What follows belongs to an exercise in optimizing a design on an open flow for small area, a short achievable clock period and few clock cycles; a production flow would make more cautious choices.
Function was checked by simulation only, so behaviour that the tests miss may differ from the original.
No activity file was given, so power comes from the tool's default toggle rates.

==> design.v <==
`timescale 1ns/1ps
module mx_chunk_rx (
    input  wire       clk,
    input  wire       rst,
    input  wire       in_valid,
    output reg        in_ready,
    input  wire [7:0] in_data,
    input  wire       in_last,
    output reg        st_valid,
    output reg  [1:0] st_res,
    output reg  [2:0] st_cause,
    output reg        st_disc,
    output wire [7:0] st_msg_len,
    output wire       st_msg_bin,
    output wire       st_acc,
    output wire [7:0] st_rlen,
    output wire [4:0] st_exp_sn,
    output wire       st_frame_bin,
    output wire       m_valid,
    input  wire       m_ready,
    output wire [7:0] m_data,
    output wire       m_last
);
    localparam integer MAXF     = 160;
    localparam integer MTU      = 20;
    localparam integer QD       = 3;         
    localparam integer NR       = 20;        
    localparam [7:0]   SENT_ENC = 8'hFE;
    localparam [31:0]  FNV_OFFSET = 32'h811C9DC5;
    localparam [2:0] E_NONE     = 3'd0;
    localparam [2:0] E_DECODE   = 3'd1;
    localparam [2:0] E_INTEGRITY= 3'd2;
    localparam [2:0] E_NOFRAME  = 3'd3;
    localparam [2:0] E_GAP      = 3'd4;
    localparam [2:0] E_FIRST    = 3'd5;
    localparam [2:0] E_OVERFLOW = 3'd6;
    localparam [2:0] E_SIZE     = 3'd7;
    reg        r_acc;
    reg [7:0]  r_len;
    reg [4:0]  r_exp_sn;
    reg        r_fbin;
    assign st_acc       = r_acc;
    assign st_rlen      = r_len;
    assign st_exp_sn    = r_exp_sn;
    assign st_frame_bin = r_fbin;
    reg [7:0]  tail;         
    reg [7:0]  fend;         
    reg [7:0]  freec;        
    reg [7:0]  ra;           
    reg        rd_done;      
    reg [2:0]  ph;           
    reg [7:0]  stg [0:7];
    reg [7:0]  wa;
    reg [7:0]  ea;
    reg [3:0]  pc;           
    reg        ib_v;
    reg [7:0]  ib_d;
    reg        ib_l;
    reg        dec_pend;     
    reg        ap_acc;       
    reg        ap_dlv;       
    reg        ap_drop;      
    reg [3:0]  ap_jn;        
    reg        wblk;         
    reg [4:0]  wcnt;         
    reg        too_long;     
    reg        enc;          
    reg        dec_err;      
    reg [1:0]  qidx;         
    reg [5:0]  qprev;        
    reg        q2_pad;       
    reg [7:0]  dl0, dl1, dl2;    
    reg [1:0]  dcnt;
    reg        hdr_seen;
    reg [7:0]  hdr;
    reg [7:0]  woff;         
    reg [31:0] hash;
    reg [7:0]  mq [0:QD-1];
    reg [1:0]  mqn;
    reg        mv_r;
    reg [7:0]  md_r;
    reg        ml_r;
    function [31:0] fnv_up;
        input [31:0] h;
        input [7:0]  b;
        reg   [31:0] x, t0, t1, t2, t3, t4, t5, s1, s2, s3, s4;
        reg   [32:0] c1, c2, c3, c4;
        begin
            x = h ^ {24'd0, b};
            t0 = x;
            t1 = {x[30:0], 1'b0};
            t2 = {x[27:0], 4'd0};
            t3 = {x[24:0], 7'd0};
            t4 = {x[23:0], 8'd0};
            t5 = {x[7:0], 24'd0};
            s1 = t0 ^ t1 ^ t2;
            c1 = {((t0 & t1) | (t0 & t2) | (t1 & t2)), 1'b0};
            s2 = t3 ^ t4 ^ t5;
            c2 = {((t3 & t4) | (t3 & t5) | (t4 & t5)), 1'b0};
            s3 = s1 ^ c1 ^ s2;
            c3 = {((s1 & c1) | (s1 & s2) | (c1 & s2)), 1'b0};
            s4 = s3 ^ c3 ^ c2;
            c4 = {((s3 & c3) | (s3 & c2) | (c3 & c2)), 1'b0};
            fnv_up = s4 + c4;
        end
    endfunction
    function [6:0] b64_val;
        input [7:0] c;
        begin
            if (c >= "A" && c <= "Z")      b64_val = {1'b1, c[5:0] - 6'd1};
            else if (c >= "a" && c <= "z") b64_val = {1'b1, c[5:0] - 6'd7};
            else if (c >= "0" && c <= "9") b64_val = {1'b1, c[5:0] + 6'd4};
            else if (c == "+")             b64_val = {1'b1, 6'd62};
            else if (c == "/")             b64_val = {1'b1, 6'd63};
            else                           b64_val = 7'd0;
        end
    endfunction
    function [7:0] inc160;
        input [7:0] a;
        begin
            inc160 = (a == MAXF - 1) ? 8'd0 : a + 8'd1;
        end
    endfunction
    wire       take     = ib_v && !dec_pend && !wblk;
    wire [6:0] sym      = b64_val(ib_d);
    wire       sym_ok   = sym[6];
    wire [5:0] sym_v    = sym[5:0];
    wire       sym_pad  = (ib_d == 8'h3D);
    wire       w_sent   = wcnt == 5'd0 && ib_d == SENT_ENC;
    wire       w_over   = too_long || wcnt == MTU[4:0];
    wire       is_sym   = enc && !w_over;
    reg        q_bad;
    always @(*) begin
        case (qidx)
        2'd0, 2'd1: q_bad = !sym_ok;
        2'd2:       q_bad = !sym_ok && !sym_pad;
        default:    q_bad = (!sym_ok && !sym_pad) || (q2_pad && !sym_pad) ||
                            ((q2_pad || sym_pad) && !ib_l);
        endcase
    end
    reg        p_has;
    reg [7:0]  p_byte;
    always @(*) begin
        p_has  = 1'b0;
        p_byte = ib_d;
        if (!enc) begin
            p_has = !w_over && !w_sent;
        end else begin
            case (qidx)
            2'd1: begin p_has = 1'b1;     p_byte = {qprev, sym_v[5:4]}; end
            2'd2: begin p_has = !sym_pad; p_byte = {qprev[3:0], sym_v[5:2]}; end
            2'd3: begin p_has = !sym_pad; p_byte = {qprev[1:0], sym_v}; end
            default: ;
            endcase
            p_has = p_has && !w_over;
        end
    end
    wire       push    = take && p_has;
    wire       hdr_in  = push && dcnt == 2'd3 && !hdr_seen;    
    wire       wr_due  = hdr_seen && woff < MAXF;
    wire       wr_en   = push && wr_due;                      
    wire        tag_ok  = hdr_seen &&
                          dl2 == hash[7:0] && dl1 == hash[15:8] &&
                          dl0 == (hash[23:16] ^ hash[31:24]);
    wire [4:0]  h_sn    = hdr[4:0];
    wire        h_bin   = hdr[5];
    wire        h_first = hdr[6];
    wire        h_last  = hdr[7];
    wire        fits    = woff <= MAXF;      
    wire        mq_full = (mqn == QD);
    wire        decide  = dec_pend && !(h_last && mq_full);
    wire        accept  = !too_long && !dec_err && tag_ok && fits &&
                          (h_first ? h_sn == 5'd0 : (r_acc && h_sn == r_exp_sn));
    wire        enq     = ap_dlv && woff != 8'd0;
    wire [7:0]  d_jn    = hdr_seen ? woff : r_len;
    wire        h_drop  = hdr_in && dl2[6] && r_acc;
    wire [3:0]  jn      = h_drop ? (r_len[7:3] != 5'd0 ? 4'd8 : {1'b0, r_len[2:0]}) : ap_jn;
    wire        drop    = ap_drop || h_drop;
    wire        drop_all = pc <= jn;
    wire        rw_en   = pc != 4'd0 && ph == wa[2:0];   
    wire [7:0]  rw_byte = stg[ph];
    wire [7:0]  ring_top [0:NR-1];
    genvar g;
    generate
        for (g = 0; g < NR; g = g + 1) begin : ring
            reg [63:0] q;
            always @(posedge clk) begin
                q <= {q[55:0], (rw_en && wa[7:3] == g) ? rw_byte : q[63:56]};
            end
            assign ring_top[g] = q[63:56];
        end
    endgenerate
    always @(posedge clk) begin
        if (wr_en)
            stg[ea[2:0]] <= dl2;
    end
    wire        has_msg = (mqn != 2'd0);
    wire        load    = has_msg && ph == ra[2:0] && (!mv_r || m_ready);
    wire        pop     = load && mq[0] == 8'd1;
    wire [7:0]  rd_byte = (pc != 4'd0 && ra == wa) ? rw_byte : ring_top[ra[7:3]];
    wire        rd_last = mq[0] == 8'd1;
    reg         hdr_seen_n;
    reg  [7:0]  woff_n;
    reg  [7:0]  freec_n;
    always @(*) begin
        hdr_seen_n = hdr_seen;
        woff_n     = woff;
        if (hdr_in) begin
            hdr_seen_n = 1'b1;
            woff_n     = dl2[6] ? 8'd0 : r_len;
        end else if (push && hdr_seen) begin
            woff_n     = woff + 8'd1;
        end
        if (decide)
            hdr_seen_n = 1'b0;
        freec_n = freec + {7'd0, rd_done} - (ap_dlv ? woff : 8'd0);
    end
    reg         hs_p;
    reg  [7:0]  wo_p;
    always @(*) begin
        hs_p = hdr_seen;
        wo_p = woff;
        if (take && dcnt == 2'd3 && !hdr_seen) begin
            hs_p = 1'b1;
            wo_p = dl2[6] ? 8'd0 : r_len;
        end else if (take && hdr_seen) begin
            wo_p = woff + 8'd1;
        end
        if (decide)
            hs_p = 1'b0;
    end
    wire        wblk_n  = hs_p && wo_p < MAXF &&
                          (rd_done ? wo_p > freec : wo_p >= freec);
    wire        ib_v_n  = (in_valid && in_ready) || (ib_v && !take);
    wire        dec_pend_n = (take && ib_l) || (dec_pend && !decide);
    integer i;
    always @(posedge clk) begin
        if (rst) begin
            r_acc      <= 1'b0;
            r_len      <= 8'd0;
            r_exp_sn   <= 5'd0;
            r_fbin     <= 1'b0;
            tail       <= 8'd0;
            fend       <= 8'd0;
            freec      <= MAXF[7:0];
            ra         <= 8'd0;
            rd_done    <= 1'b0;
            ph         <= 3'd0;
            wa         <= 8'd0;
            ea         <= 8'd0;
            pc         <= 4'd0;
            ib_v       <= 1'b0;
            dec_pend   <= 1'b0;
            ap_acc     <= 1'b0;
            ap_dlv     <= 1'b0;
            ap_drop    <= 1'b0;
            ap_jn      <= 4'd0;
            in_ready   <= 1'b1;
            wblk       <= 1'b0;
            wcnt       <= 5'd0;
            too_long   <= 1'b0;
            enc        <= 1'b0;
            dec_err    <= 1'b0;
            qidx       <= 2'd0;
            q2_pad     <= 1'b0;
            dcnt       <= 2'd0;
            hdr_seen   <= 1'b0;
            hash       <= FNV_OFFSET;
            mqn        <= 2'd0;
            mv_r       <= 1'b0;
            st_valid   <= 1'b0;
            st_res     <= 2'd0;
            st_cause   <= 3'd0;
            st_disc    <= 1'b0;
        end else begin
            st_valid <= 1'b0;
            ph       <= ph + 3'd1;
            if (in_valid && in_ready) begin
                ib_v <= 1'b1;
            end else if (take) begin
                ib_v <= 1'b0;
            end
            if (take) begin
                if (wcnt == MTU[4:0])
                    too_long <= 1'b1;
                else
                    wcnt <= wcnt + 5'd1;
                if (w_sent) begin
                    enc <= 1'b1;
                end else if (is_sym) begin
                    if (qidx == 2'd2) q2_pad <= sym_pad;
                    if (q_bad) dec_err <= 1'b1;
                    qidx <= qidx + 2'd1;
                end
                if (ib_l) begin
                    dec_pend <= 1'b1;
                    if (enc && qidx != 2'd3) dec_err <= 1'b1;
                end
            end
            hdr_seen <= hdr_seen_n;
            freec    <= freec_n;
            wblk     <= wblk_n;
            in_ready <= !ib_v_n || (!dec_pend_n && !wblk_n);
            if (push) begin
                if (dcnt != 2'd3)
                    dcnt <= dcnt + 2'd1;
                else
                    hash <= fnv_up(hash, dl2);
            end
            if (drop) begin
                ea <= tail;
                if (drop_all) begin
                    wa <= tail;
                    pc <= 4'd0;
                end else begin
                    if (rw_en) wa <= inc160(wa);
                    pc <= pc - jn - {3'd0, rw_en};
                end
            end else begin
                if (wr_en) ea <= inc160(ea);
                if (rw_en) wa <= inc160(wa);
                pc <= pc + {3'd0, wr_en} - {3'd0, rw_en};
            end
            ap_acc  <= decide && accept && !h_last;
            ap_dlv  <= decide && accept && h_last;
            ap_drop <= decide && !accept;
            ap_jn   <= (d_jn[7:3] != 5'd0) ? 4'd8 : {1'b0, d_jn[2:0]};
            if (ap_acc)
                fend <= ea;
            if (ap_dlv) begin
                tail <= ea;
                fend <= ea;
            end
            if (ap_drop)
                fend <= tail;
            if (decide) begin
                dec_pend   <= 1'b0;
                st_valid   <= 1'b1;
                st_res     <= 2'd0;
                st_disc    <= 1'b0;
                if (too_long || dec_err || !tag_ok) begin
                    st_cause <= too_long ? E_SIZE : (dec_err ? E_DECODE : E_INTEGRITY);
                    st_disc  <= r_acc;
                    r_acc    <= 1'b0;
                    r_len    <= 8'd0;
                end else if (h_first) begin
                    st_disc <= r_acc;
                    r_acc   <= 1'b0;
                    r_len   <= 8'd0;
                    if (h_sn != 5'd0) begin
                        st_cause <= E_FIRST;
                    end else if (!fits) begin
                        st_cause <= E_OVERFLOW;
                    end else begin
                        st_cause <= E_NONE;
                        r_exp_sn <= 5'd1;
                        r_fbin   <= h_bin;
                        if (h_last) begin
                            st_res     <= 2'd2;
                        end else begin
                            st_res <= 2'd1;
                            r_acc  <= 1'b1;
                            r_len  <= woff;
                        end
                    end
                end else if (!r_acc) begin
                    st_cause <= E_NOFRAME;
                end else if (h_sn != r_exp_sn || !fits) begin
                    st_cause <= (h_sn != r_exp_sn) ? E_GAP : E_OVERFLOW;
                    st_disc  <= 1'b1;
                    r_acc    <= 1'b0;
                    r_len    <= 8'd0;
                end else begin
                    st_cause <= E_NONE;
                    r_exp_sn <= r_exp_sn + 5'd1;
                    r_fbin   <= r_fbin | h_bin;
                    if (h_last) begin
                        st_res     <= 2'd2;
                        r_acc      <= 1'b0;
                        r_len      <= 8'd0;
                    end else begin
                        st_res <= 2'd1;
                        r_len  <= woff;
                    end
                end
                wcnt      <= 5'd0;
                too_long  <= 1'b0;
                enc       <= 1'b0;
                dec_err   <= 1'b0;
                qidx      <= 2'd0;
                q2_pad    <= 1'b0;
                dcnt      <= 2'd0;
                hash      <= FNV_OFFSET;
            end
            rd_done <= load;
            if (load) ra <= inc160(ra);
            if (load)
                mv_r <= 1'b1;
            else if (m_ready)
                mv_r <= 1'b0;
            mqn <= mqn + (enq ? 2'd1 : 2'd0) - (pop ? 2'd1 : 2'd0);
        end
    end
    always @(posedge clk) begin
        if (in_valid && in_ready) begin
            ib_d <= in_data;
            ib_l <= in_last;
        end
        if (take && !w_sent && is_sym)
            qprev <= sym_v;
        if (push) begin
            dl0 <= p_byte;
            dl1 <= dl0;
            dl2 <= dl1;
        end
        if (hdr_in)
            hdr <= dl2;
        woff <= woff_n;
        if (load) begin
            md_r <= rd_byte;
            ml_r <= rd_last;
        end
        if (pop) begin
            for (i = 0; i < QD - 1; i = i + 1) mq[i] <= mq[i+1];
            mq[QD-1] <= 8'd0;
        end else if (load) begin
            mq[0] <= mq[0] - 8'd1;
        end
        if (enq)
            mq[pop ? mqn - 2'd1 : mqn] <= woff;
    end
    assign st_msg_len = st_res[1] ? woff : 8'd0;
    assign st_msg_bin = st_res[1] & r_fbin;
    assign m_valid = mv_r;
    assign m_data  = md_r;
    assign m_last  = ml_r;
endmodule
==> flow/run.sh <==
#!/bin/bash
export SETUP_SLACK_MARGIN=8
bash standard.sh > standard.log 2>&1
==> standard.sh <==
#!/bin/bash
# synth_recipe.tcl (not shown) runs the flow's synth.tcl, then flattens the netlist and writes it again
# the make line also repeats each setting of config.mk as NAME=value (left out here)
make -C /OpenROAD-flow-scripts/flow DESIGN_CONFIG=/design/flow/config.mk WORK_HOME=/design/flow/orfs CLKGATE_MAP_FILE= SYNTH_SCRIPT=/design/flow/synth_recipe.tcl "${@:-finish}"
==> config.mk <==
export PLATFORM = sky130hd
export DESIGN_NAME = mx_chunk_rx
export DESIGN_NICKNAME = mx_chunk_rx
export VERILOG_FILES = /design/flow/design.v
export SDC_FILE = /design/flow/constraint.sdc
export NUM_CORES = 4
export LEC_CHECK = 0
export CAP_MARGIN = 20
export CORE_MARGIN = 2
export CORE_UTILIZATION = 40
export SLEW_MARGIN = 20
==> constraint.sdc <==
create_clock -name core_clock -period 10.0 [get_ports {clk}]
set_input_delay 2.0000 -clock core_clock [delete_from_list [all_inputs] [get_ports {clk}]]
set_output_delay 2.0000 -clock core_clock [all_outputs]
set_load 0.01 [all_outputs]
==> impl_metrics.json, run 1 <==
{
  "power.leakage_nw": 24.6,
  "crit_end": "hash[29]",
  "slowest_delay_ps": 560,
  "drt_iter0_drc": 2269,
  "crit_arrival_ps": 5090,
  "synthFlopType": "dfxtp_1",
  "status": "complete, no violations",
  "cts_tree": "done",
  "powerDensity_nw_per_um2": 216,
  "synth_seq_cells": 1560,
  "critical_path_buf_inv_count": 4,
  "syn_avg_cell_area_um2": 12.9,
  "slew_headroom_pct": 46.9,
  "drt_wl_total_um": 122000,
  "synthSimpleGateAreaFrac_pct": 7.67,
  "cpMaxStageDelayCell": "fa_1",
  "ys_types": 83,
  "async_flop_share_pct": 0,
  "worstSetupPathType": "register to register",
  "syn_inst": 3567,
  "worst_r2r_endpoint": "hash[29]",
  "cts_made_buffers": 146,
  "slew_viol_final": 0,
  "grt_setup_unrepaired": "yes",
  "via_count": 28500,
  "synth_top_family_by_area": "simple AND/OR/NAND/NOR gates",
  "pre_cts_ws_ps": 5160,
  "hold_viol_final": 0,
  "antenna_left": 0,
  "yosysWarnings": 1,
  "startpoint": "dl2[5]",
  "overflow": 0,
  "antenna_found_initial": 1,
  "finalCriticalPeriod_ps": 4430,
  "endpoint_kind": "register",
  "clock_latency_ps": 760,
  "critPathMaxFanout": 3,
  "syn-cell-area_um2": 46200,
  "period_share_pct": 44.3,
  "synth_common_cells": "dfxtp_1, nand2_1, nor2_1",
  "setup_violations": 0,
  "rr_worst_depth": 16,
  "tightest_slew_ps": 795,
  "hpwl_um": 62300,
  "synth_xor_area_share_pct": 2.47,
  "wl_per_cell_um": 21.1,
  "multi_input_area_um2": 16700,
  "crit_family": "adder cells",
  "via_per_inst": 4.92,
  "grt_pass1_wl_um": 164000,
  "grt_usage_pct": 18.4,
  "synth-compound-area-share_pct": 7.25,
  "yosys.area.top_type_share_pct": 61.1,
  "die_y_um": 344,
  "core_area_um2": 114000,
  "synth_seq_area_share_pct": 70.9,
  "postCtsHoldBufs": 0,
  "synthMuxAreaShare_pct": 2.08,
  "path_clk_slew_ps": 60,
  "irDropWorstVdd_uv": 161,
  "start_kind": "register",
  "seqCellArea_um2": 32900,
  "yosysTopAreaCell": "dfxtp_1",
  "r2r_start": "dl2[5]",
  "nets": 4369,
  "synth-adder-area-share_pct": 6.91,
  "drive_above_1_share_pct": 35.7,
  "synth.top_cells.by_area": "dfxtp_1, edfxtp_1, fa_1",
  "gp_congestion": 0.830,
  "synth_edf_count": 152,
  "syn_nets": 3785,
  "dieWidth_um": 344,
  "route.detailed.drc": 0,
  "tns_ps": 0,
  "htreeDepth": 4,
  "worstPathRequired_ps": 10660,
  "initial_utilization_pct": 40.4,
  "cp.depth": 16,
  "fmaxAchievable_ghz": 0.226,
  "fin_ws_ps": 5570,
  "dieArea_um2": 118000,
  "nFillCells": 8844,
  "dr.pass1.iters": 5,
  "cts_root_buf": "clkbuf_16",
  "skew_ps": 51.8,
  "path_cells": "xor2_4 > buf_12 > ha_4 > inv_2 > fa_1 > inv_2 > fa_1 > ha_4 > a211oi_2 > nor2_2 > o41ai_2 > buf_4 > o2111ai_4 > a311o_1 > a2111oi_4 > nand3b_1",
  "io_pins": 55,
  "numPortBuffers": 54,
  "final_util_pct": 55.4,
  "synth.most_common_cell": "dfxtp_1",
  "clock_path_buffers": 3,
  "min_path_type": "register to register",
  "clkSinkCount": 1560,
  "grt_max_degree": 34,
  "rows": 124,
  "r2r_slack_ps": 5570,
  "drv_cap": 0,
  "syn_to_final_growth_pct": 37.2,
  "grt_pass1_vias": 27200
}
==> state kept, by name (all words and copies together) (netlist names), 24 cells and up <==
register / count
hash: 32
ring.q: 1280
mq: 24
stg: 64
==> metrics by stage <==
step / area (µm²) / power [mW] / hold slack (ps) / cells
2_1_floorplan: 47800 / 7.33 / 310 / 3567
3_3_place_gp: 49500 / 7.54 / 310 / 5035
4_1_cts: 59500 / 13.4 / 281 / 5603
3_5_place_dp: 49500 / 7.56 / 312 / 5035
5_1_grt: 63300 / 14.2 / 289 / 5783
6_report: 63400 / 13.7 / 284 / 5784
==> worst min path at each step <==
stage | startpoint | to | slack, ps | depth (start not counted)
detailed placement | ring[16].q[49] | ring[16].q[57] | 310 | 0
CTS | ring[1].q[36] | ring[1].q[44] | 280 | 0
finish | ring[1].q[49] | ring[1].q[57] | 280 | 0
floorplan | ring[0].q[2] | ring[0].q[10] | 310 | 0
global placement | ring[8].q[4] | ring[8].q[12] | 310 | 0
global route | ring[1].q[16] | ring[1].q[24] | 290 | 0
==> layout make-up <==
| class | count | share of cell area, % |
|---|---|---|
| Antenna cell | 1 | 0.00395 |
| Inverter | 186 | 1.21 |
| Multi-Input combinational cell | 1716 | 26.3 |
| Timing Repair Buffer | 541 | 9.76 |
| Tap cell | 1512 | 2.99 |
| Clock inverter | 61 | 1.24 |
| Clock buffer | 207 | 6.58 |
| Sequential cell | 1560 | 51.9 |
==> kinds of logic after synthesis <==
logic type,Yosys count
flops,1560
simple gates,744
compound gates,540
buf+inv,314
fa+ha+maj,205
xor+xnor,130
mux,74
==> where the power goes <==
part / internal (mW) / switching [mW]
Sequential: 6.49 / 0.0879
Combinational: 0.727 / 0.813
Clock: 3.19 / 2.41
Total: 10.4 / 3.31
==> cell usage in the layout (no fill, tap or decap), drive strengths merged, types with 24 or more instances in the layout <==
cell type,instances
a21oi,149
a22oi,47
and2,28
buf,517
clkbuf,221
clkinv,42
dfxtp,1408
edfxtp,152
fa,83
ha,122
inv,188
mux2i,46
nand2,272
nand2b,24
nand3,55
nand4,32
nor2,199
nor2b,33
nor3,41
o21ai,187
xnor2,78
xor2,52
==> layer usage <==
layer / share of wire (%) / track usage, % / up-vias
met4: 3.7 / 6.52 / 2
met5: 0.011 / 0 / -
met3: 5.4 / 3.37 / 247
met1: 43 / 24.6 / 14100
li1: - / - / 13300
met2: 47 / 29.9 / 902
==> timing repair <==
item | CTS | global route
endpoints found under the setup margin | 531 | 519
cloned | 26 | 23
pin swaps | 191 | 233
endpoints found under the hold margin | 0 | 0
buffers inserted | 274 | 157
gates resized for setup | 736 | 524
Testbench counts, summed over its fixed seeds: cycles 30,639.
==> inputs of run 2 (changes only) <==
==> flow/run.sh (replaced) <==
#!/bin/bash
export SETUP_SLACK_MARGIN=7
bash standard.sh > standard.log 2>&1
==> run 2 against run 1 <==
Net effect: still clean; final cell count down 5.6%; count of clock-buffer cells in the layout down 11; clock power up 2%; worst setup slack better by 190 ps; via count down 9.7%; sequential share of layout area up 6.0 points; non-clock buffer count down 294; routed wire length down 19%; sequential cell count unchanged; global-route usage down 1.7 points; fmax up 4.5%; area after synthesis unchanged; critical endpoint is now hash[30].
==> impl_metrics.json, run 2 <==
{
  "overflow": 0,
  "io_pins": 55,
  "critPathMaxFanout": 3,
  "path_clk_slew_ps": 60,
  "dieWidth_um": 344,
  "antenna_left": 0,
  "grt_pass1_wl_um": 150000,
  "clock_path_buffers": 3,
  "syn_nets": 3785,
  "slew_headroom_pct": 24.4,
  "async_flop_share_pct": 0,
  "syn-cell-area_um2": 46200,
  "slew_viol_final": 0,
  "skew_ps": 55.4,
  "synthFlopType": "dfxtp_1",
  "crit_arrival_ps": 4860,
  "cts_made_buffers": 145,
  "setup_violations": 0,
  "grt_usage_pct": 16.6,
  "nFillCells": 9719,
  "status": "complete, no violations",
  "r2r_slack_ps": 5760,
  "rows": 124,
  "drt_wl_total_um": 98800,
  "min_path_type": "register to register",
  "grt_setup_unrepaired": "yes",
  "tightest_slew_ps": 1110,
  "pre_cts_ws_ps": 5220,
  "synth_seq_area_share_pct": 70.9,
  "fin_ws_ps": 5760,
  "fmaxAchievable_ghz": 0.236,
  "routed.top_layer": "met4",
  "dr.pass1.iters": 6,
  "wl_met1_um": 46000,
  "hpwl_um": 61900,
  "drive_above_1_share_pct": 20.3,
  "via_per_inst": 4.71,
  "hp-start": "ring[7].q[1]",
  "final_common_cell": "dfxtp_1",
  "cp_common_cell": "fa_1",
  "grt_max_degree": 71,
  "synth.top_cells.by_area": "dfxtp_1, edfxtp_1, fa_1",
  "period_share_pct": 42.4,
  "path_cells": "xor2_4 > fa_1 > inv_2 > fa_1 > fa_1 > inv_2 > ha_4 > nand4b_1 > a2111oi_4 > o311ai_4 > a21oi_4 > o22a_1 > xnor2_1 > o21ai_1",
  "critical_path_buf_inv_count": 2,
  "synth_edf_count": 152,
  "gp_congestion": 0.870,
  "hold_viol_final": 0,
  "synth_seq_cells": 1560,
  "routed-wl-met3_um": 4090,
  "final_cells": 5459,
  "ys_types": 83,
  "yosysTopAreaCell": "dfxtp_1",
  "clock_latency_ps": 750,
  "dieArea_um2": 118000,
  "cts_root_buf": "clkbuf_16",
  "tns_ps": 0,
  "whs_ps": 287,
  "hold-path-endpoint": "ring[7].q[9]",
  "nets": 4052,
  "synth.most_common_cell": "dfxtp_1",
  "crit_family": "adder cells",
  "antenna_found_initial": 0,
  "drt_iter0_drc": 1585,
  "yosysWarnings": 1,
  "syn_inst": 3567,
  "place_area_um2": 48900,
  "syn_avg_cell_area_um2": 12.9,
  "numPortBuffers": 54,
  "syn_to_final_growth_pct": 22.9,
  "worstSetupPathType": "register to register",
  "start_kind": "register",
  "wl_met2_um": 45800,
  "synth_common_cells": "dfxtp_1, nand2_1, nor2_1",
  "cts_tree": "done",
  "htreeDepth": 4,
  "largest_reg_flops": 1280,
  "clkSinkCount": 1560,
  "power.leakage_nw": 22.1,
  "seqCellArea_um2": 32900,
  "r2r_start": "dl2[5]",
  "initial_utilization_pct": 40.4,
  "powerDensity_nw_per_um2": 236,
  "via_count": 25700,
  "irDropWorstVdd_uv": 168,
  "rr_worst_depth": 14,
  "final_area_um2": 56700,
  "cpMaxStageDelayCell": "fa_1",
  "drv_cap": 0,
  "die_y_um": 344,
  "worst_r2r_endpoint": "hash[30]",
  "wl_per_cell_um": 18.1,
  "placed_cells": 5041,
  "worstPathRequired_ps": 10620,
  "final_cell_mix": "dfxtp_1, nand2_1, nor2_1, inv_1, buf_4",
  "yosys.area.top_type_share_pct": 61.1,
  "endpoint_kind": "register",
  "core_area_um2": 114000,
  "multi_input_area_um2": 13900,
  "top_register": "ring.q",
  "holdPathStages": 0,
  "grt_pass1_vias": 25400,
  "slowest_delay_ps": 530,
  "route.detailed.drc": 0,
  "finalCriticalPeriod_ps": 4240
}
[run 2: cell count changes in the layout (fill, tap and decap cells not counted), sizes merged, moves of 7 or more]
cell    before  now
clkbuf     221  197
bufinv       9   17
clkinv      42   32
nand2      272  261
buf        517  233
inv        188  195
[run 2: worst max-delay path by stage]
stage                     endpoint  cells past startpoint   start
after floorplan           hash[29]                     16  dl2[6]
after global placement    hash[29]                     15  dl2[6]
after detailed placement  hash[29]                     15  dl2[6]
after CTS                 hash[30]                     14  dl2[5]
after global routing      hash[30]                     14  dl2[5]
final                     hash[30]                     14  dl2[5]
[run 2: kinds of logic (layout without fill, tap and decap cells)]
group                    count (synthesis)  after routing  synth area share (%)
multiplexers                            74             74                  2.08
other                                    0              1                     0
flip-flops                            1560           1560                  70.9
XOR/XNOR                               130            130                  2.47
AND/OR/NAND/NOR                        744            745                  7.67
buffers and inverters                  314            692                  2.69
adder cells (fa/ha/maj)                205            205                  6.91
AO/OA/AOI/OAI                          540            540                  7.26
[run 2: repair_timing]
item                       4_1_cts  5_1_grt
hold endpoints to repair         0        0
gates resized for setup        360      182
setup buffers                  101       53
hold buffers                     0        0
cloned                           3        0
pin swaps                       77       90
setup endpoints to repair      381      250
[run 2: layer usage]
layer,GRT usage [%],vias to the layer above
met4,5.56,0
met5,0,-
met1,22.4,12400
met3,3.16,191
li1,-,12600
met2,26.9,535
[run 2: area by class of cell]
type                       instances  share of cell area, %
sequential                      1560                   57.9
multi-input combinational       1694                   24.5
clock buffer                     196                   7.16
timing repair buffer             247                   4.01
tap                             1512                   3.34
clock inverter                    63                   1.79
inverter                         186                   1.26
antenna                            1                0.00441
[run 2: power breakdown]
part	leakage (nW)	switching, mW	internal (mW)	total, mW
sequential	12.8	0.0810	6.49	6.57
combinational	6.86	0.616	0.503	1.12
clock	2.47	2.37	3.34	5.71
total	22.1	3.07	10.3	13.4
[run 2: stage by stage]
step / utilization (%) / power (mW)
after detailed placement: 42.8 / 7.52
final: 49.6 / 13.4
after CTS: 48.5 / 13.4
after global placement: 42.8 / 7.51
after floorplan: - / 7.28
after global routing: 49.6 / 13.9
==> inputs of run 3 (changes only) <==
--- a/design.v
+++ b/design.v
@@ -56,4 +56,8 @@
     reg        ib_v;
     reg [7:0]  ib_d;
+    reg [5:0]  ib_sv;        
+    reg        ib_sok;
+    reg        ib_spad;
+    reg        ib_fe;
     reg        ib_l;
     reg        dec_pend;     
@@ -75,5 +79,11 @@
     reg [7:0]  hdr;
     reg [7:0]  woff;         
-    reg [31:0] hash;
+    reg [7:0]  hl0, hl1, hl2, hl3;   
+    reg [7:0]  xd0, xd0b, xd0c;      
+    reg [7:0]  xd1, xd2;             
+    reg [1:0]  hc0;                  
+    reg [2:0]  hc1, hc2;
+    reg        tm0, tm1, tm2;        
+    reg [7:0]  hl2s;                 
     reg [7:0]  mq [0:QD-1];
     reg [1:0]  mqn;
@@ -81,28 +91,4 @@
     reg [7:0]  md_r;
     reg        ml_r;
-    function [31:0] fnv_up;
-        input [31:0] h;
-        input [7:0]  b;
-        reg   [31:0] x, t0, t1, t2, t3, t4, t5, s1, s2, s3, s4;
-        reg   [32:0] c1, c2, c3, c4;
-        begin
-            x = h ^ {24'd0, b};
-            t0 = x;
-            t1 = {x[30:0], 1'b0};
-            t2 = {x[27:0], 4'd0};
-            t3 = {x[24:0], 7'd0};
-            t4 = {x[23:0], 8'd0};
-            t5 = {x[7:0], 24'd0};
-            s1 = t0 ^ t1 ^ t2;
-            c1 = {((t0 & t1) | (t0 & t2) | (t1 & t2)), 1'b0};
-            s2 = t3 ^ t4 ^ t5;
-            c2 = {((t3 & t4) | (t3 & t5) | (t4 & t5)), 1'b0};
-            s3 = s1 ^ c1 ^ s2;
-            c3 = {((s1 & c1) | (s1 & s2) | (c1 & s2)), 1'b0};
-            s4 = s3 ^ c3 ^ c2;
-            c4 = {((s3 & c3) | (s3 & c2) | (c3 & c2)), 1'b0};
-            fnv_up = s4 + c4;
-        end
-    endfunction
     function [6:0] b64_val;
         input [7:0] c;
@@ -123,9 +109,9 @@
     endfunction
     wire       take     = ib_v && !dec_pend && !wblk;
-    wire [6:0] sym      = b64_val(ib_d);
-    wire       sym_ok   = sym[6];
-    wire [5:0] sym_v    = sym[5:0];
-    wire       sym_pad  = (ib_d == 8'h3D);
-    wire       w_sent   = wcnt == 5'd0 && ib_d == SENT_ENC;
+    wire [6:0] in_sym   = b64_val(in_data);
+    wire       sym_ok   = ib_sok;
+    wire [5:0] sym_v    = ib_sv;
+    wire       sym_pad  = ib_spad;
+    wire       w_sent   = wcnt == 5'd0 && ib_fe;
     wire       w_over   = too_long || wcnt == MTU[4:0];
     wire       is_sym   = enc && !w_over;
@@ -160,7 +146,5 @@
     wire       wr_due  = hdr_seen && woff < MAXF;
     wire       wr_en   = push && wr_due;                      
-    wire        tag_ok  = hdr_seen &&
-                          dl2 == hash[7:0] && dl1 == hash[15:8] &&
-                          dl0 == (hash[23:16] ^ hash[31:24]);
+    wire        tag_ok  = hdr_seen && tm2 && dl0 == (hl2s ^ hl3);
     wire [4:0]  h_sn    = hdr[4:0];
     wire        h_bin   = hdr[5];
@@ -178,4 +162,13 @@
     wire        drop    = ap_drop || h_drop;
     wire        drop_all = pc <= jn;
+    wire [7:0]  hx0 = hl0 ^ p_byte;
+    wire [9:0]  hs0 = {2'd0, hx0} + {2'd0, hx0[6:0], 1'b0} + {2'd0, hx0[3:0], 4'd0} +
+                      {2'd0, hx0[0], 7'd0};
+    wire [10:0] hs1 = {3'd0, hl1} + {3'd0, hl1[6:0], xd0[7]} + {3'd0, hl1[3:0], xd0[7:4]} +
+                      {3'd0, hl1[0], xd0[7:1]} + {3'd0, xd0} + {8'd0, hc0};
+    wire [10:0] hs2 = {3'd0, hl2} + {3'd0, hl2[6:0], xd1[7]} + {3'd0, hl2[3:0], xd1[7:4]} +
+                      {3'd0, hl2[0], xd1[7:1]} + {3'd0, xd1} + {8'd0, hc1};
+    wire [7:0]  hs3 = hl3 + {hl3[6:0], xd2[7]} + {hl3[3:0], xd2[7:4]} +
+                      {hl3[0], xd2[7:1]} + xd2 + xd0c + {5'd0, hc2};
     wire        rw_en   = pc != 4'd0 && ph == wa[2:0];   
     wire [7:0]  rw_byte = stg[ph];
@@ -266,5 +259,8 @@
             dcnt       <= 2'd0;
             hdr_seen   <= 1'b0;
-            hash       <= FNV_OFFSET;
+            hl0        <= FNV_OFFSET[7:0];
+            hl1        <= FNV_OFFSET[15:8];
+            hl2        <= FNV_OFFSET[23:16];
+            hl3        <= FNV_OFFSET[31:24];
             mqn        <= 2'd0;
             mv_r       <= 1'b0;
@@ -305,6 +301,16 @@
                 if (dcnt != 2'd3)
                     dcnt <= dcnt + 2'd1;
-                else
-                    hash <= fnv_up(hash, dl2);
+                hl0 <= hs0[7:0];
+                hc0 <= hs0[9:8];
+                if (dcnt != 2'd0) begin
+                    hl1 <= hs1[7:0];
+                    hc1 <= hs1[10:8];
+                end
+                if (dcnt[1]) begin
+                    hl2 <= hs2[7:0];
+                    hc2 <= hs2[10:8];
+                end
+                if (dcnt == 2'd3)
+                    hl3 <= hs3;
             end
             if (drop) begin
@@ -391,5 +397,8 @@
                 q2_pad    <= 1'b0;
                 dcnt      <= 2'd0;
-                hash      <= FNV_OFFSET;
+                hl0       <= FNV_OFFSET[7:0];
+                hl1       <= FNV_OFFSET[15:8];
+                hl2       <= FNV_OFFSET[23:16];
+                hl3       <= FNV_OFFSET[31:24];
             end
             rd_done <= load;
@@ -404,13 +413,26 @@
     always @(posedge clk) begin
         if (in_valid && in_ready) begin
-            ib_d <= in_data;
-            ib_l <= in_last;
+            ib_d    <= in_data;
+            ib_l    <= in_last;
+            ib_sv   <= in_sym[5:0];
+            ib_sok  <= in_sym[6];
+            ib_spad <= in_data == 8'h3D;
+            ib_fe   <= in_data == SENT_ENC;
         end
         if (take && !w_sent && is_sym)
             qprev <= sym_v;
         if (push) begin
-            dl0 <= p_byte;
-            dl1 <= dl0;
-            dl2 <= dl1;
+            dl0  <= p_byte;
+            dl1  <= dl0;
+            dl2  <= dl1;
+            xd0  <= hx0;
+            xd0b <= xd0;
+            xd0c <= xd0b;
+            xd1  <= hl1;
+            xd2  <= hl2;
+            hl2s <= hl2;
+            tm0  <= p_byte == hl0;
+            tm1  <= tm0 && p_byte == hl1;
+            tm2  <= tm1;
         end
         if (hdr_in)
==> run 3 against run 2 <==
Net effect: die area up 4.0%; register-to-register slack better by 440 ps; sequential power rose by 7.6%; via count grew 1.9%; worst hold slack got worse by 3.8 ps; largest power group unchanged; critical path depth down 1; area after synthesis rose by 4.0%; clock skew down 5.8 ps; clock power is 2% lower; worst setup slack better by 440 ps.
==> impl_metrics.json, run 3 <==
{
  "hp-start": "ring[10].q[28]",
  "drv_cap": 0,
  "diodes": 0,
  "grt_setup_unrepaired": "yes",
  "grt_max_degree": 42,
  "irDropWorstVdd_uv": 161,
  "critPathMaxFanout": 4,
  "wl_per_cell_um": 18.3,
  "finalPower_mw": 14.0,
  "endpoint_kind": "register",
  "skew_ps": 49.7,
  "cpMaxStageDelayCell": "fa_1",
  "startpoint": "hl2s[3]",
  "start_kind": "register",
  "dieArea_um2": 123000,
  "tns_ps": 0,
  "final_util_pct": 48.8,
  "clock_path_buffers": 3,
  "synth.top_cells.by_area": "dfxtp_1, edfxtp_1, fa_1",
  "yosysTopAreaCell": "dfxtp_1",
  "rows": 127,
  "syn_to_final_growth_pct": 21.5,
  "drt_wl_total_um": 102000,
  "via_count": 26200,
  "cts_made_buffers": 149,
  "final_cell_mix": "dfxtp_1, nand2_1, edfxtp_1, nor2_1, buf_4",
  "synth_common_cells": "dfxtp_1, nand2_1, edfxtp_1",
  "synthFlopType": "dfxtp_1",
  "syn_nets": 3777,
  "power.leakage_nw": 22.5,
  "nFillCells": 10400,
  "postCtsHoldBufs": 0,
  "drive_above_1_share_pct": 21.1,
  "slowest_delay_ps": 540,
  "worstPathRequired_ps": 10620,
  "grt_usage_pct": 16.5,
  "antenna_left": 0,
  "path_cells": "buf_4 > fa_1 > inv_1 > fa_1 > fa_1 > inv_1 > ha_1 > ha_4 > a211oi_2 > o21bai_1 > a21oi_2 > or4_1 > o311a_1",
  "setup_violations": 0,
  "cp_common_cell": "fa_1",
  "grt_pass1_wl_um": 154000,
  "fmaxAchievable_ghz": 0.263,
  "final_common_cell": "dfxtp_1",
  "whs_ps": 283,
  "drt_iter0_drc": 1891,
  "yosysWarnings": 1,
  "route.detailed.drc": 0,
  "final_area_um2": 58300,
  "core_area_um2": 119000,
  "worstSetupPathType": "register to register",
  "yosys.area.top_type_share_pct": 58.7,
  "synth_edf_count": 212,
  "htreeDepth": 4,
  "numPortBuffers": 54,
  "dr.pass1.iters": 8,
  "grt_pass1_vias": 26000,
  "crit_arrival_ps": 4420,
  "cts_tree": "done",
  "ys_types": 98,
  "synth.most_common_cell": "dfxtp_1",
  "slew_headroom_pct": 31.9,
  "gp_congestion": 0.816,
  "die_y_um": 350,
  "dieWidth_um": 350,
  "powerDensity_nw_per_um2": 241,
  "via_per_inst": 4.71,
  "initial_utilization_pct": 40.2,
  "hold_viol_final": 0,
  "hpwl_um": 64600,
  "overflow": 0,
  "clock_latency_ps": 750,
  "async_flop_share_pct": 0,
  "min_path_type": "register to register",
  "path_clk_slew_ps": 60,
  "synth_seq_area_share_pct": 72.0,
  "r2r_start": "hl2s[3]",
  "finalCriticalPeriod_ps": 3800,
  "nets": 4048,
  "place_area_um2": 50800,
  "syn_inst": 3554,
  "synth_seq_cells": 1620,
  "io_pins": 55,
  "syn_avg_cell_area_um2": 13.5,
  "slew_viol_final": 0,
  "top_register": "ring.q",
  "status": "complete, no violations",
  "antenna_found_initial": 2,
  "cts_root_buf": "clkbuf_16",
  "period_share_pct": 38.0,
  "tightest_slew_ps": 1020,
  "clkSinkCount": 1620,
  "syn-cell-area_um2": 48000,
  "largest_reg_flops": 1280
}
run 3: cell count changes in the layout (fill, tap and decap cells not counted), sizes merged, moves of 17 or more:
cell | before | now
a32oi | 2 | 22
buf | 233 | 250
inv | 195 | 147
clkinv | 32 | 49
edfxtp | 152 | 212
nor2 | 195 | 171
run 3: final timing paths:
check	slack, ps	cells past startpoint	to
worst max-delay path	6200	13	hl3[7]
worst max register to register	6200	13	hl3[7]
worst min register to register	280	0	ring[10].q[36]
worst min-delay path	280	0	ring[10].q[36]
run 3: logic make-up (layout without fill, tap and decap cells):
family	Yosys count	after routing	share of synthesized area, %
flops	1620	1620	72.0
simple gates	726	726	7.41
fa+ha+maj	210	210	6.88
mux	68	68	1.87
compound gates	538	538	7.24
xor+xnor	110	110	2.24
buf+inv	282	671	2.39
run 3: worst max-delay path, delay by kind of cell, from the launching register on:
| family | cells | cell delay [ps] |
|---|---|---|
| buffers and inverters | 3 | 260 |
| flip-flops | 1 | 410 |
| AND/OR/NAND/NOR | 1 | 410 |
| AO/OA/AOI/OAI | 4 | 450 |
| adder cells (fa/ha/maj) | 5 | 2170 |
run 3: layout make-up:
cell class                 instances  area, µm²  area share, %
inverter                         142        577          0.989
clock buffer                     198       4110           7.05
timing repair buffer             260       2350           4.04
multi-input combinational       1652      13800           23.6
tap                             1612       2020           3.46
sequential                      1620      34700           59.5
clock inverter                    71        820           1.41
run 3: per-layer routing:
layer / part of all wire [%] / global-route usage, % / routed length [µm]
met3: 3.9 / 3.11 / 3950
met5: 0 / 0 / 0
met2: 46 / 26.6 / 47300
met1: 47 / 22.1 / 47800
met4: 2.8 / 5.79 / 2860
run 3: timing repair:
| item | in CTS | in global routing |
|---|---|---|
| setup endpoints to repair | 351 | 184 |
| hold endpoints to repair | 0 | 0 |
| cloned | 2 | 2 |
| buffers inserted | 111 | 51 |
| pin swaps | 83 | 92 |
| resized for setup | 435 | 130 |
run 3: report_power, final:
| group | total [mW] | internal [mW] | switching [mW] |
|---|---|---|---|
| combinational | 1.39 | 0.639 | 0.748 |
| clock | 5.58 | 3.13 | 2.45 |
| sequential | 7.07 | 6.92 | 0.145 |
run 3: stage by stage:
step                worst slack, ps  std cells
floorplan                      6340       3554
finish                         6200       5555
global placement               4970       5119
detailed placement             4900       5120
CTS                            6180       5502
global route                   6080       5555
Testbench counts of run 3, summed over its fixed seeds: cycles 30,639.
==> inputs of run 4 (changes only) <==
--- a/config.mk
+++ b/config.mk
@@ -8,4 +8,4 @@
 export CAP_MARGIN = 20
 export CORE_MARGIN = 2
-export CORE_UTILIZATION = 40
+export CORE_UTILIZATION = 60
 export SLEW_MARGIN = 20
==> run 4 against run 3 <==
Net effect: still clean; final cell count is 10% lower; critical path depth is 1 lower; routed wire length is 2.2% higher; non-clock buffer count is 17 lower; register-to-register slack worse by 130 ps.
==> impl_metrics.json, run 4 <==
{
  "cp.depth": 12,
  "route.detailed.drc": 0,
  "startpoint": "hl2s[4]",
  "core_area_um2": 79100,
  "r2r_start": "hl2s[4]",
  "synth.top_cells.by_area": "dfxtp_1, edfxtp_1, fa_1",
  "synth_seq_area_share_pct": 72.0,
  "drt_wl_total_um": 104000,
  "cts_root_buf": "clkbuf_16",
  "setup_violations": 0,
  "gp_congestion": 0.848,
  "min_path_type": "register to register",
  "synth.most_common_cell": "dfxtp_1",
  "antenna_found_initial": 0,
  "cts_tree": "done",
  "syn_avg_cell_area_um2": 13.5,
  "fmaxAchievable_ghz": 0.255,
  "clock_latency_ps": 770,
  "cp_common_cell": "fa_1",
  "dr.pass1.iters": 7,
  "cpMaxStageDelayCell": "fa_1",
  "via_count": 26600,
  "grt_pass1_vias": 27500,
  "critPathMaxFanout": 4,
  "worstPathRequired_ps": 10640,
  "path_clk_slew_ps": 60,
  "yosysTopAreaCell": "dfxtp_1",
  "dieWidth_um": 287,
  "nets": 4031,
  "rows": 103,
  "grt_pass1_wl_um": 160000,
  "holdPathStages": 0,
  "powerDensity_nw_per_um2": 245,
  "tightest_slew_ps": 1060,
  "syn_inst": 3554,
  "crit_arrival_ps": 4570,
  "seq_power_share_pct": 50.3,
  "htreeDepth": 4,
  "drt_iter0_drc": 1870,
  "slowest_delay_ps": 560,
  "largest_reg_flops": 1280,
  "worstSetupPathType": "register to register",
  "start_kind": "register",
  "tns_ps": 0,
  "yosysWarnings": 1,
  "clkSinkCount": 1620,
  "crit_end": "hl3[7]",
  "dieArea_um2": 82300,
  "final_area_um2": 57400,
  "syn-cell-area_um2": 48000,
  "place_area_um2": 50000,
  "wl_per_cell_um": 20.9,
  "yosys.area.top_type_share_pct": 58.7,
  "skew_ps": 83.5,
  "via_per_inst": 5.34,
  "path_cells": "fa_1 > inv_1 > fa_1 > fa_1 > inv_1 > ha_1 > ha_1 > a211oi_2 > o21bai_1 > a21oi_2 > or4_1 > o311a_1",
  "die_y_um": 287,
  "final_cell_mix": "dfxtp_1, nand2_1, edfxtp_1, nor2_1, buf_4",
  "critical_path_buf_inv_count": 2,
  "syn_nets": 3777,
  "synth_common_cells": "dfxtp_1, nand2_1, edfxtp_1",
  "final_common_cell": "dfxtp_1",
  "clkPwrFrac_pct": 40.3,
  "synth_edf_count": 212,
  "endpoint_kind": "register",
  "syn_to_final_growth_pct": 19.6,
  "async_flop_share_pct": 0,
  "numPortBuffers": 54,
  "crit_family": "adder cells",
  "grt_max_degree": 66,
  "intPower_mw": 10.7,
  "hold_viol_final": 0,
  "irDropWorstVdd_uv": 180,
  "antenna_left": 0,
  "netSwitchingFraction_pct": 23.7,
  "p_sw_mw": 3.34,
  "nFillCells": 5182,
  "hpwl_um": 65800,
  "cts_made_buffers": 149,
  "ys_types": 98,
  "overflow": 0,
  "rr_worst_depth": 12,
  "synthFlopType": "dfxtp_1",
  "r2r_slack_ps": 6070,
  "top_register": "ring.q",
  "grt_setup_unrepaired": "yes",
  "final_util_pct": 72.5,
  "worst_r2r_endpoint": "hl3[7]",
  "grt_usage_pct": 25.5,
  "period_share_pct": 39.3,
  "drv_cap": 0,
  "io_pins": 55,
  "postCtsHoldBufs": 0,
  "finalCriticalPeriod_ps": 3930,
  "synth_seq_cells": 1620,
  "slew_headroom_pct": 29.3,
  "combPwrFrac_pct": 9.5,
  "initial_utilization_pct": 60.7,
  "power.leakage_nw": 22.5,
  "slew_viol_final": 0,
  "clock_path_buffers": 3,
  "status": "complete, no violations",
  "drive_above_1_share_pct": 20.7
}
-- run 4: changes by cell type in the layout (fill, tap and decap cells not counted), sizes merged, moves of 2 or more --
| cell | delta |
|---|---|
| bufinv | -2 |
| buf | -16 |
| clkinvlp | -3 |
| clkinv | -4 |
| clkbuf | +13 |
-- run 4: worst min-delay path by stage --
stage | startpoint | to | slack [ps]
2_1_floorplan | ring[0].q[2] | ring[0].q[10] | 310
3_3_place_gp | ring[5].q[17] | ring[5].q[25] | 310
3_5_place_dp | ring[0].q[50] | ring[0].q[58] | 310
4_1_cts | ring[13].q[47] | ring[13].q[55] | 290
5_1_grt | ring[13].q[47] | ring[13].q[55] | 300
6_report | ring[16].q[46] | ring[16].q[54] | 290
-- run 4: metal layers --
layer | global-route usage [%] | vias to the layer above | part of all wire [%]
li1 | - | 12600 | -
met4 | 8.92 | 0 | 3.1
met3 | 4.01 | 191 | 4.0
met2 | 43.9 | 628 | 50
met5 | 0 | - | 0
met1 | 32.7 | 13100 | 43
-- run 4: what timing repair did --
item / CTS / global route
resized for setup: 417 / 116
endpoints found under the setup margin: 406 / 205
buffers inserted: 118 / 30
gates cloned: 0 / 3
pin swaps: 68 / 88
-- run 4: cell type report --
type                       instances  area, µm²  share of cell area, %
sequential                      1620      34700                   60.4
multi-input combinational       1652      13700                   23.8
clock buffer                     211       4330                   7.55
timing repair buffer             243       2120                   3.69
tap                             1050       1310                   2.29
clock inverter                    61        731                   1.27
inverter                         142        574                   1.00
antenna                            1       2.50                0.00436
-- run 4: logic make-up (layout without fill, tap and decap cells) --
family | count (synthesis) | after routing | share of synthesized area, %
flip-flops | 1620 | 1620 | 72.0
AND/OR/NAND/NOR | 726 | 726 | 7.41
AO/OA/AOI/OAI | 538 | 538 | 7.24
buffers and inverters | 282 | 657 | 2.39
adder cells (fa/ha/maj) | 210 | 210 | 6.88
XOR/XNOR | 110 | 110 | 2.24
multiplexers | 68 | 68 | 1.87
other | 0 | 1 | 0
-- run 4: per-stage QoR --
| stage | setup WS, ps | total power, mW | cells | hold WS (ps) |
|---|---|---|---|---|
| after floorplan | 6340 | 7.95 | 3554 | 310 |
| after global placement | 4490 | 8.23 | 4556 | 310 |
| after detailed placement | 4930 | 8.27 | 4556 | 312 |
| after CTS | 6090 | 14.1 | 4946 | 290 |
| after global routing | 5890 | 14.6 | 4979 | 297 |
| final | 6070 | 14.1 | 4980 | 294 |
-- run 4: power groups by stage --
stage               Clock, mW  Combinational, mW  Sequential (mW)
floorplan                   0              0.811             7.14
detailed placement          0               1.06             7.21
finish                   5.67               1.33             7.07
global placement            0               1.03             7.20
global route             6.03               1.48             7.10
CTS                      5.76               1.22             7.08
==> inputs of run 5 (changes only) <==
==> flow/run.sh (replaced) <==
#!/bin/bash
export SETUP_SLACK_MARGIN=6
bash standard.sh > standard.log 2>&1
--- a/config.mk
+++ b/config.mk
@@ -8,4 +8,4 @@
 export CAP_MARGIN = 20
 export CORE_MARGIN = 2
-export CORE_UTILIZATION = 60
+export CORE_UTILIZATION = 40
 export SLEW_MARGIN = 20
==> run 5 against run 4 <==
Net effect: first-iteration DRC count is 1.4% lower; worst hold slack worse by 7.8 ps; sequential share of layout area is 1.1 points higher; critical path type is now input port to register; highest routed layer unchanged; synthesized cell count stayed put; fmax is 0.75% lower; area after synthesis stayed put; count of clock-buffer cells in the layout is 5 higher.
==> impl_metrics.json, run 5 <==
{
  "gp_congestion": 0.848,
  "grt_max_degree": 66,
  "slew_viol_final": 0,
  "worstPathRequired_ps": 10480,
  "powerDensity_nw_per_um2": 252,
  "hpwl_um": 62900,
  "syn_to_final_growth_pct": 17.2,
  "fin_ws_ps": 6040,
  "nFillCells": 10500,
  "grt_setup_unrepaired": "yes",
  "dieWidth_um": 350,
  "yosysTopAreaCell": "dfxtp_1",
  "synth_edf_count": 212,
  "pre_cts_ws_ps": 5070,
  "tightest_slew_ps": 1140,
  "r2r_start": "qidx[0]",
  "slew_headroom_pct": 23.8,
  "syn-cell-area_um2": 48000,
  "hold-path-endpoint": "ring[17].q[32]",
  "syn_nets": 3777,
  "grt_pass1_vias": 25500,
  "clkSinkCount": 1620,
  "path_clk_slew_ps": 60,
  "crit_arrival_ps": 4440,
  "critPathMaxFanout": 8,
  "place_area_um2": 50400,
  "worstSetupPathType": "input port to register",
  "async_flop_share_pct": 0,
  "core_area_um2": 119000,
  "skew_ps": 44.6,
  "clock_latency_ps": 760,
  "irDropWorstVdd_uv": 187,
  "synth_seq_area_share_pct": 72.0,
  "syn_avg_cell_area_um2": 13.5,
  "hp-start": "ring[17].q[24]",
  "yosysWarnings": 1,
  "synthFlopType": "dfxtp_1",
  "rr_worst_depth": 15,
  "ys_types": 98,
  "cts_root_buf": "clkbuf_16",
  "nets": 3908,
  "die_y_um": 350,
  "start_kind": "input port",
  "synth.top_cells.by_area": "dfxtp_1, edfxtp_1, fa_1",
  "status": "complete, no violations",
  "drv_cap": 0,
  "dieArea_um2": 123000,
  "tns_ps": 0,
  "drt_iter0_drc": 1843,
  "yosys.area.top_type_share_pct": 58.7,
  "hold_viol_final": 0,
  "synth.most_common_cell": "dfxtp_1",
  "antenna_left": 0,
  "fmaxAchievable_ghz": 0.253,
  "final_cell_mix": "dfxtp_1, nand2_1, edfxtp_1, nor2_1, clkbuf_16",
  "largest_reg_flops": 1280,
  "power.leakage_nw": 21.7,
  "dr.pass1.iters": 7,
  "grt_pass1_wl_um": 150000,
  "syn_inst": 3554,
  "grt_usage_pct": 15.9,
  "endpoint_kind": "register",
  "via_per_inst": 4.70,
  "io_pins": 55,
  "cts_tree": "done",
  "final_area_um2": 56300,
  "period_share_pct": 39.6,
  "final_common_cell": "dfxtp_1",
  "synth_common_cells": "dfxtp_1, nand2_1, edfxtp_1",
  "setup_violations": 0,
  "min_path_type": "register to register",
  "overflow": 0,
  "initial_utilization_pct": 40.2,
  "numPortBuffers": 54,
  "synth_seq_cells": 1620,
  "holdPathStages": 0,
  "htreeDepth": 4,
  "cts_made_buffers": 151,
  "finalCriticalPeriod_ps": 3960,
  "drive_above_1_share_pct": 11.5,
  "route.detailed.drc": 0,
  "rows": 127,
  "wl_per_cell_um": 17.9,
  "antenna_found_initial": 0,
  "worst_r2r_endpoint": "hc0[1]",
  "top_register": "ring.q",
  "via_count": 25500,
  "postCtsHoldBufs": 0,
  "clock_path_buffers": 3,
  "drt_wl_total_um": 96900,
  "r2r_slack_ps": 6140
}
-- run 5: cell counts after synthesis --
Identical to the previous run, type by type.
-- run 5: repair_timing --
action                                  CTS  global route
endpoints found under the hold margin     0             0
resized for setup                        29            36
pin swaps                                 3            13
buffers inserted                         15             5
endpoints found under the setup margin   28            28
-- run 5: per-stage QoR --
stage / cells / total power [mW] / hold slack [ps] / utilization, %
2_1_floorplan: 3554 / 7.91 / 310 / -
3_3_place_gp: 5124 / 8.20 / 310 / 42.2
3_5_place_dp: 5124 / 8.22 / 312 / 42.2
4_1_cts: 5417 / 14.3 / 280 / 46.9
5_1_grt: 5422 / 14.8 / 291 / 47.1
6_report: 5423 / 14.2 / 287 / 47.1
-- run 5: cells by family after synthesis --
family | Yosys count | share of synthesized area [%]
and+or+nand+nor | 726 | 7.41
xor gates and xnor gates | 110 | 2.24
buffers and inverters | 282 | 2.39
AOI/OAI and AO/OA | 538 | 7.24
DFF | 1620 | 72.0
muxes | 68 | 1.87
adders and majority gates | 210 | 6.88
-- run 5: how the worst max path moves through the flow --
stage	from	endpoint	slack (ps)	cells past startpoint
4_1_cts	qidx[1]	hc0[1]	6000	15
5_1_grt	qidx[0]	hc0[1]	5930	15
2_1_floorplan	qidx[0]	hc0[1]	6080	16
6_report	in_data[3]	ib_sv[4]	6040	8
3_3_place_gp	in_data[2]	ib_sv[3]	5110	9
3_5_place_dp	in_data[2]	ib_sv[3]	5070	9
-- run 5: cell type report --
class	count	area [µm²]	area share [%]
inverter	142	533	0.947
timing repair buffer	118	1030	1.83
clock inverter	62	975	1.73
antenna	1	2.50	0.00445
multi-input combinational	1652	12600	22.4
tap	1612	2020	3.59
clock buffer	216	4520	8.04
sequential	1620	34600	61.5
-- run 5: critical path, cell delays in order --
cell and delay [ps]:
clkdlybuf4s50_1 640, ha_1 320, a21oi_1 120, o311ai_0 420, nor3_2 120, buf_4 190, a221o_1 300, a221o_1 330
-- run 5: where the power goes --
group	internal (mW)	switching, mW
logic	0.438	0.604
clock network	3.64	2.45
registers	6.93	0.142
-- run 5: routing by layer --
layer / track usage, % / up-vias / part of all wire, %
li1: - / 12400 / -
met2: 25.1 / 598 / 45
met5: 0 / - / 0
met4: 5.75 / 0 / 2.7
met3: 2.58 / 185 / 4.4
met1: 22.2 / 12300 / 48
==> inputs of run 6 (changes only) <==
==> flow/run.sh (replaced) <==
#!/bin/bash
export SETUP_SLACK_MARGIN=6.5
bash standard.sh > standard.log 2>&1
--- a/config.mk
+++ b/config.mk
@@ -9,3 +9,5 @@
 export CORE_MARGIN = 2
 export CORE_UTILIZATION = 40
+export CTS_CLUSTER_DIAMETER = 80
+export CTS_CLUSTER_SIZE = 28
 export SLEW_MARGIN = 20
==> run 6 against run 5 <==
Net effect: largest power group unchanged; register-to-register slack gained 40 ps; sequential share of layout area is 2.9 points higher; via count fell by 1.5%; routed wire length decreased by 1.2%; core utilization decreased by 2.0 points; total power is 17% lower; worst setup slack better by 140 ps; synthesized cell count did not move; clock power is 43% lower; fmax rose by 3.6%; non-clock buffer count up 54.
==> impl_metrics.json, run 6 <==
{
  "drt_wl_total_um": 95800,
  "clock_path_buffers": 3,
  "nFillCells": 10800,
  "hold_viol_final": 0,
  "slew_headroom_pct": 26.4,
  "numPortBuffers": 54,
  "grt_pass1_vias": 24300,
  "crit_arrival_ps": 4390,
  "final_cell_mix": "dfxtp_1, nand2_1, edfxtp_1, nor2_1, o21ai_0",
  "skew_ps": 46.8,
  "start_kind": "register",
  "dieWidth_um": 350,
  "cts_made_buffers": 73,
  "finalCriticalPeriod_ps": 3820,
  "largest_reg_flops": 1280,
  "critPathMaxFanout": 3,
  "yosysWarnings": 1,
  "nets": 3884,
  "dieArea_um2": 123000,
  "path_clk_slew_ps": 100,
  "final_area_um2": 53800,
  "core_area_um2": 119000,
  "yosysTopAreaCell": "dfxtp_1",
  "syn_inst": 3554,
  "die_y_um": 350,
  "seqCellArea_um2": 34600,
  "place_area_um2": 50500,
  "clkSinkCount": 1620,
  "critical_path_buf_inv_count": 4,
  "pre_cts_ws_ps": 5100,
  "fmaxAchievable_ghz": 0.262,
  "grt_pass1_wl_um": 146000,
  "io_pins": 55,
  "worstSetupPathType": "register to register",
  "route.detailed.drc": 0,
  "synth_seq_area_share_pct": 72.0,
  "powerDensity_nw_per_um2": 218,
  "period_share_pct": 38.2,
  "synth_common_cells": "dfxtp_1, nand2_1, edfxtp_1",
  "syn_avg_cell_area_um2": 13.5,
  "cpMaxStageDelayCell": "fa_2",
  "synth_seq_cells": 1620,
  "overflow": 0,
  "tns_ps": 0,
  "syn_to_final_growth_pct": 12.1,
  "power.leakage_nw": 20.5,
  "ys_types": 98,
  "final_cells": 5301,
  "crit_family": "adder cells",
  "placed_cells": 5121,
  "cts_tree": "done",
  "setup_violations": 0,
  "synth_edf_count": 212,
  "initial_utilization_pct": 40.2,
  "gp_congestion": 0.839,
  "grt_setup_unrepaired": "yes",
  "async_flop_share_pct": 0,
  "yosys.area.top_type_share_pct": 58.7,
  "synth.top_cells.by_area": "dfxtp_1, edfxtp_1, fa_1",
  "antenna_found_initial": 3,
  "dr.pass1.iters": 5,
  "diodes": 0,
  "cts_root_buf": "clkbuf_16",
  "via_count": 25100,
  "slew_viol_final": 0,
  "syn_nets": 3777,
  "hpwl_um": 63300,
  "fin_ws_ps": 6180,
  "synthFlopType": "dfxtp_1",
  "drive_above_1_share_pct": 11.9,
  "min_path_type": "register to register",
  "endpoint_kind": "register",
  "status": "complete, no violations",
  "irDropWorstVdd_uv": 158,
  "syn-cell-area_um2": 48000,
  "tightest_slew_ps": 1080,
  "drt_iter0_drc": 1726,
  "slowest_delay_ps": 550,
  "multi_input_area_um2": 13000,
  "top_register": "ring.q",
  "path_cells": "inv_2 > fa_1 > inv_1 > fa_1 > inv_2 > fa_2 > inv_1 > ha_4 > ha_4 > fa_2 > a211oi_2 > o21bai_1 > a21oi_2 > nand4_1 > o311a_1",
  "antenna_left": 0,
  "worstPathRequired_ps": 10570,
  "final_common_cell": "dfxtp_1",
  "synth.most_common_cell": "dfxtp_1",
  "drv_cap": 0,
  "whs_ps": 299,
  "clock_latency_ps": 680,
  "via_per_inst": 4.73,
  "htreeDepth": 3,
  "wl_per_cell_um": 18.1,
  "grt_max_degree": 54,
  "grt_usage_pct": 15.5,
  "rows": 127
}
[run 6: cell counts after synthesis]
Identical to the previous run, type by type.
[run 6: logic make-up (layout without fill, tap and decap cells)]
group,count (synthesis),count (layout),synth area share [%]
and+or+nand+nor,726,726,7.41
buffers and inverters,282,417,2.39
DFF,1620,1620,72.0
adders and majority gates,210,210,6.88
AOI/OAI and AO/OA,538,538,7.24
xor gates and xnor gates,110,110,2.24
muxes,68,68,1.87
[run 6: cell type report]
type                       instances  area share [%]
timing repair buffer             172            2.53
clock inverter                    16           0.488
multi-input combinational       1652            24.2
tap                             1612            3.75
inverter                         142            1.01
sequential                      1620            64.3
clock buffer                      87            3.65
[run 6: worst paths after layout]
| check | from | endpoint | slack (ps) | cells past startpoint |
|---|---|---|---|---|
| max | hl2s[1] | hl3[7] | 6180 | 15 |
| min | ring[8].q[18] | ring[8].q[26] | 300 | 0 |
| max reg2reg | hl2s[1] | hl3[7] | 6180 | 15 |
| min reg2reg | ring[8].q[18] | ring[8].q[26] | 300 | 0 |
[run 6: timing repair]
action                                  in CTS  in global routing
endpoints found under the setup margin     158                 90
resized for setup                          162                 66
hold buffers                                 0                  0
hold endpoints to repair                     0                  0
pin swaps                                   51                 48
buffers inserted                            55                 22
[run 6: metal layers]
metal | share of wire, % | wire length (µm) | vias to the layer above | GRT usage [%]
met2 | 46 | 43700 | 503 | 25.0
met5 | 0 | 0 | - | 0
met4 | 2.7 | 2600 | 0 | 4.64
met1 | 48 | 45900 | 12200 | 21.6
met3 | 3.7 | 3550 | 140 | 2.08
li1 | - | - | 12300 | -
[run 6: through the flow]
step / power (mW) / util [%]
2_1_floorplan: 7.93 / -
3_3_place_gp: 8.22 / 42.3
3_5_place_dp: 8.25 / 42.3
4_1_cts: 11.7 / 44.8
5_1_grt: 12.2 / 45.0
6_report: 11.7 / 45.0
[run 6: power breakdown]
group	leakage [nW]	switching [mW]	total (mW)	internal [mW]
combinational	6.15	0.679	1.21	0.534
sequential	13.3	0.145	7.06	6.92
clock	1.08	1.99	3.45	1.46

[re-timing with driven ports]
How much do the figures lean on ideal ports? The routed layouts below were timed once more, with nothing changed but the port constraints.
Step 1 (the two cells are an assumption about what drives the block):
set clk [get_ports {clk}]
set_driving_cell -lib_cell sky130_fd_sc_hd__clkbuf_16 $clk
set_driving_cell -lib_cell sky130_fd_sc_hd__buf_2 [delete_from_list [all_inputs] $clk]
Step 2, shift: input delay + t, output delay - t, t = (earliest + latest rising clock arrival at the registers) / 2. This alone moves slack from input paths to output paths.
a / b / c = ideal / step 1 / step 2; a / b = the first two.
run | shift t [ns] | setup WS [ns] | hold WS [ns] | worst setup path after step 2
run 1 | 0.802 | 5.574 / 5.574 / 5.574 | 0.284 / 0.284 / 0.284 | register to register
run 2 | 0.788 | 5.763 / 5.763 / 5.763 | 0.287 / 0.287 / 0.287 | register to register
run 3 | 0.801 | 6.201 / 6.201 / 6.074 | 0.283 / 0.283 / 0.283 | input to register
run 4 | 0.785 | 6.072 / 6.072 / 6.072 | 0.294 / 0.294 / 0.294 | register to register
run 5 | 0.804 | 6.042 / 6.013 / 5.280 | 0.287 / 0.287 / 0.287 | input to register
run 6 | 0.720 | 6.179 / 6.179 / 5.873 | 0.299 / 0.299 / 0.299 | input to register
After both steps setup and hold are still met in every run listed. The setup slack of run 5, which loses most, moves by -0.029 ns with the drivers and by -0.762 ns with both steps.
